Context: an optimization exercise on an open-source flow, tuned for small area, a short achievable clock period and few clock cycles. The choices shown serve that exercise and are no tape-out recipe.
The RTL was checked by simulation tests, not by an equivalence proof against the original design.
No activity file was given, so power comes from the tool's default toggle rates.

cedar:
// dither_mono
module dither_mono #(
    parameter W = 32
) (
    input  wire        clk,
    input  wire        rst,
    input  wire        in_valid,
    output wire        in_ready,
    input  wire [15:0] in_pixel,
    input  wire        in_sof,
    input  wire [7:0]  cfg_thr,
    input  wire        cfg_dither,
    output wire        out_valid,
    input  wire        out_ready,
    output wire [7:0]  out_byte
);
export LEC_CHECK = 0
export CAP_MARGIN = 20
export CORE_MARGIN = 2
export CORE_UTILIZATION = 40
export PLACE_DENSITY = 0.6
export SLEW_MARGIN = 20
create_clock -name core_clock -period 13.0 [get_ports {clk}]
standard.sh (not shown) runs the stock make flow with config.mk's settings and CLKGATE_MAP_FILE= SYNTH_SCRIPT=/design/flow/synth_recipe.tcl, a recipe that flattens the netlist after the stock synthesis.
==> flow/flow/run.sh <==
#!/bin/bash
# The standard layout, with every port buffered by a buf_4 instead of the
# default port buffer, and timing repair aiming for more setup slack than
# the clock period needs.
set -euo pipefail
export BUFFER_PORTS_ARGS="-buffer_cell sky130_fd_sc_hd__buf_4"
export SETUP_SLACK_MARGIN=9.3
bash standard.sh finish > flow_make.log 2>&1
cedar ended with every stage complete and zero timing, DRC or antenna violations.
Testbench counts of cedar, summed over its fixed seeds: cycles 20,640.
#### Input delta (willow over cedar)
==> flow/run.sh (new file) <==
#!/bin/bash
# synth_recipe.tcl (not shown) runs the flow's synth.tcl, then flattens the netlist and writes it again
# the make line also repeats each setting of config.mk as NAME=value (left out here)
make -C /OpenROAD-flow-scripts/flow DESIGN_CONFIG=/design/flow/config.mk WORK_HOME=/design/flow/orfs CLKGATE_MAP_FILE= SYNTH_SCRIPT=/design/flow/synth_recipe.tcl finish
removed: flow/flow/run.sh
removed: flow/standard.sh
==> notes.md <==
Looking only at global placement routability congestion, and setting everything else aside, the lower value of cedar and willow goes to willow.
cedar ended up with sky130_fd_sc_hd__fa_2 as its cell with the biggest individual delay on the critical path; willow ended up with sky130_fd_sc_hd__a211oi_1.
willow vs cedar: wire length of the first global-routing pass up
willow against cedar: fmax down about 17%; layout-stage area growth over the synthesis result down 2.0 points; total power down 3.9%; post-route cell area down about 1.8%; part of the total power dissipated in the clock network up 0.2 points.
diff inputs: willow => pepper
- changing PLACE_DENSITY from 0.6 to 0.7
- setting CTS_CLUSTER_SIZE to 25 for the first time
- setting CTS_CLUSTER_DIAMETER to 60 for the first time
- changing CORE_UTILIZATION from 40 to 60
==> flow/flow/run.sh (new file) <==
#!/bin/bash
# The standard layout, with every port buffered by a buf_4 instead of the
# default port buffer, and timing repair aiming for more setup slack than
# the clock period needs.
set -euo pipefail
export BUFFER_PORTS_ARGS="-buffer_cell sky130_fd_sc_hd__buf_4"
export SETUP_SLACK_MARGIN=9.6
bash standard.sh finish > flow_make.log 2>&1
==> flow/standard.sh (new file) <==
#!/bin/bash
# synth_recipe.tcl (not shown) runs the flow's synth.tcl, then flattens the netlist and writes it again
# the make line also repeats each setting of config.mk as NAME=value (left out here)
make -C /OpenROAD-flow-scripts/flow DESIGN_CONFIG=/design/flow/config.mk WORK_HOME=/design/flow/orfs CLKGATE_MAP_FILE= SYNTH_SCRIPT=/design/flow/synth_recipe.tcl "${@:-finish}"
removed: flow/run.sh
## What came out
- Changes observed in pepper relative to willow: smallest setup slack after layout rose 840 ps, maximum vdd ir drop fell 7.6 µV.
- Clock network power in pepper vs willow: down 26%
- The number of antenna violations at the first check in global routing reported for pepper is smaller than that of willow by 1.
- Final routed wirelength across all metal layers: pepper higher than willow
- [pepper] minimum setup slack among reg-to-reg paths rose 1180 ps relative to willow
Modified inputs, violet compared to pepper
- PLACE_DENSITY: 0.7 -> 0.6
- CTS_CLUSTER_DIAMETER: 60 -> 80
- CTS_CLUSTER_SIZE: 25 -> 30
- CORE_UTILIZATION: 60 -> 40
==> flow/run.sh (new file) <==
#!/bin/bash
# synth_recipe.tcl (not shown) runs the flow's synth.tcl, then flattens the netlist and writes it again
# the make line also repeats each setting of config.mk as NAME=value (left out here)
make -C /OpenROAD-flow-scripts/flow DESIGN_CONFIG=/design/flow/config.mk WORK_HOME=/design/flow/orfs CLKGATE_MAP_FILE= SYNTH_SCRIPT=/design/flow/synth_recipe.tcl finish
removed: flow/flow/run.sh
removed: flow/standard.sh
Notes after the runs:
Diff violet..pepper | summed negative setup slack over all endpoints | unchanged. Looking at violet and pepper, the total half-perimeter wirelength after legalization and detailed placement is a wash. Final cell area: violet below pepper. Reported for violet and pepper, gate count after technology mapping turned out identical to the last digit. violet against pepper: power fell by about 9%; post-layout net count fell by 72; worst slack at placement fell by 100 ps; switching power of the nets fell by 310 µW.

Setup of run A:
Another version of the RTL of dither_mono (not shown whole).
For scale: about 2000 cells after synthesis.
==> flow/config.mk <==
export PLATFORM = sky130hd
export DESIGN_NAME = dither_mono
export DESIGN_NICKNAME = dither_mono
export VERILOG_FILES = /design/flow/design.v
export SDC_FILE = /design/flow/constraint.sdc
export NUM_CORES = 4
export LEC_CHECK = 0
export CAP_MARGIN = 20
export CORE_MARGIN = 2
export CORE_UTILIZATION = 60
export CTS_BUF_LIST = sky130_fd_sc_hd__clkbuf_8
export CTS_CLUSTER_DIAMETER = 45
export CTS_CLUSTER_SIZE = 18
export PLACE_DENSITY = 0.7
export SLEW_MARGIN = 20
==> flow/constraint.sdc <==
create_clock -name core_clock -period 13.0 [get_ports {clk}]
set_input_delay 2.6000 -clock core_clock [delete_from_list [all_inputs] [get_ports {clk}]]
set_output_delay 2.6000 -clock core_clock [all_outputs]
set_load 0.01 [all_outputs]
==> flow/flow/run.sh <==
#!/bin/bash
# The standard layout, with every port buffered by a buf_4 instead of the
# default port buffer, and timing repair aiming for more setup slack than
# the clock period needs.
set -euo pipefail
export BUFFER_PORTS_ARGS="-buffer_cell sky130_fd_sc_hd__buf_4"
export SETUP_SLACK_MARGIN=9.3
bash standard.sh finish > flow_make.log 2>&1
Testbench counts of run A, summed over its fixed seeds: cycles 20,640.
For run B, these inputs were changed with respect to run A:
- CTS_CLUSTER_DIAMETER changed from 45 to 60
- CTS_CLUSTER_SIZE changed from 18 to 25
- CTS_BUF_LIST changed from sky130_fd_sc_hd__clkbuf_8 to sky130_fd_sc_hd__clkbuf_8 sky130_fd_sc_hd__clkbuf_16
Results
~same met1 layer usage reported by global route in run B and run A
Origin of the worst setup path = ob[4]: run A; origin of the worst setup path = ob[7]: run B
| post-route minimum period | higher: run A |
Compared run B vs run A, and clock skew is down in run B.
Compared to run A, run B has worst max-slew margin expressed relative to the limit 1.0 points lower.
Setup changes, run B to run C
- CTS_BUF_LIST removed (was sky130_fd_sc_hd__clkbuf_8 sky130_fd_sc_hd__clkbuf_16)
### Flow results
- Fraction of power spent switching nets of run B is on par with run C.
- Between run C and run B, the register share of total power does not differ in any meaningful way.
- As far as via count is concerned, run B and run C perform about the same.
- Any difference in clock skew between run B and run C is small enough to ignore.
- ~same post-detailed-routing wire length in run B and run C
- Any difference in via count of the first global-routing pass between run B and run C is small enough to ignore.
- met1 routing resource usage after global routing of run C is on par with run B.
- Power of run B is on par with run C.
- First-pass GRT wire length essentially unchanged between run C and run B.
- The setup slack of run B and that of run C are within noise of each other.
- Between run B and run C, the difference in global routing usage on met3 is negligible.

static timing again, ports no longer ideal:
Ports are ideal in the flow. The routed layouts listed here were re-timed in OpenROAD. Step 1: set_driving_cell puts a clkbuf_16 on clk and a buf_2 on each other input, an assumption about the parent block. Step 2 times the ports against the registers' clock, not the clock port: input delays grow and output delays shrink by t, the midpoint of the rising clock arrivals with the driver on. a / b / c = ideal ports / drivers / drivers and shift; a / b = the first two.
run	shift t [ns]	slack for setup (ns)	hold slack, ns	worst slew at a driven data input, ns	pins driven straight from the clock port
cedar	0.663	9.233 / 9.220 / 8.784	0.418 / 0.418 / 0.418	0.07	1
willow	0.665	8.444 / 8.444 / 8.444	0.420 / 0.420 / 0.420	0.06	1
pepper	0.644	9.285 / 9.229 / 9.089	0.424 / 0.424 / 0.424	0.04	1
violet	0.686	8.412 / 8.412 / 8.412	0.415 / 0.415 / 0.415	0.06	1
run A	0.708	9.198 / 9.146 / 8.906	0.436 / 0.436 / 0.436	0.04	1
run B	0.629	9.307 / 9.252 / 8.913	0.425 / 0.425 / 0.425	0.03	1
run C	0.629	9.307 / 9.251 / 8.910	0.424 / 0.424 / 0.424	0.03	1
After both steps setup and hold are still met in every run listed. The setup slack of cedar, which loses most, moves by -0.013 ns with the drivers and by -0.449 ns with both steps.
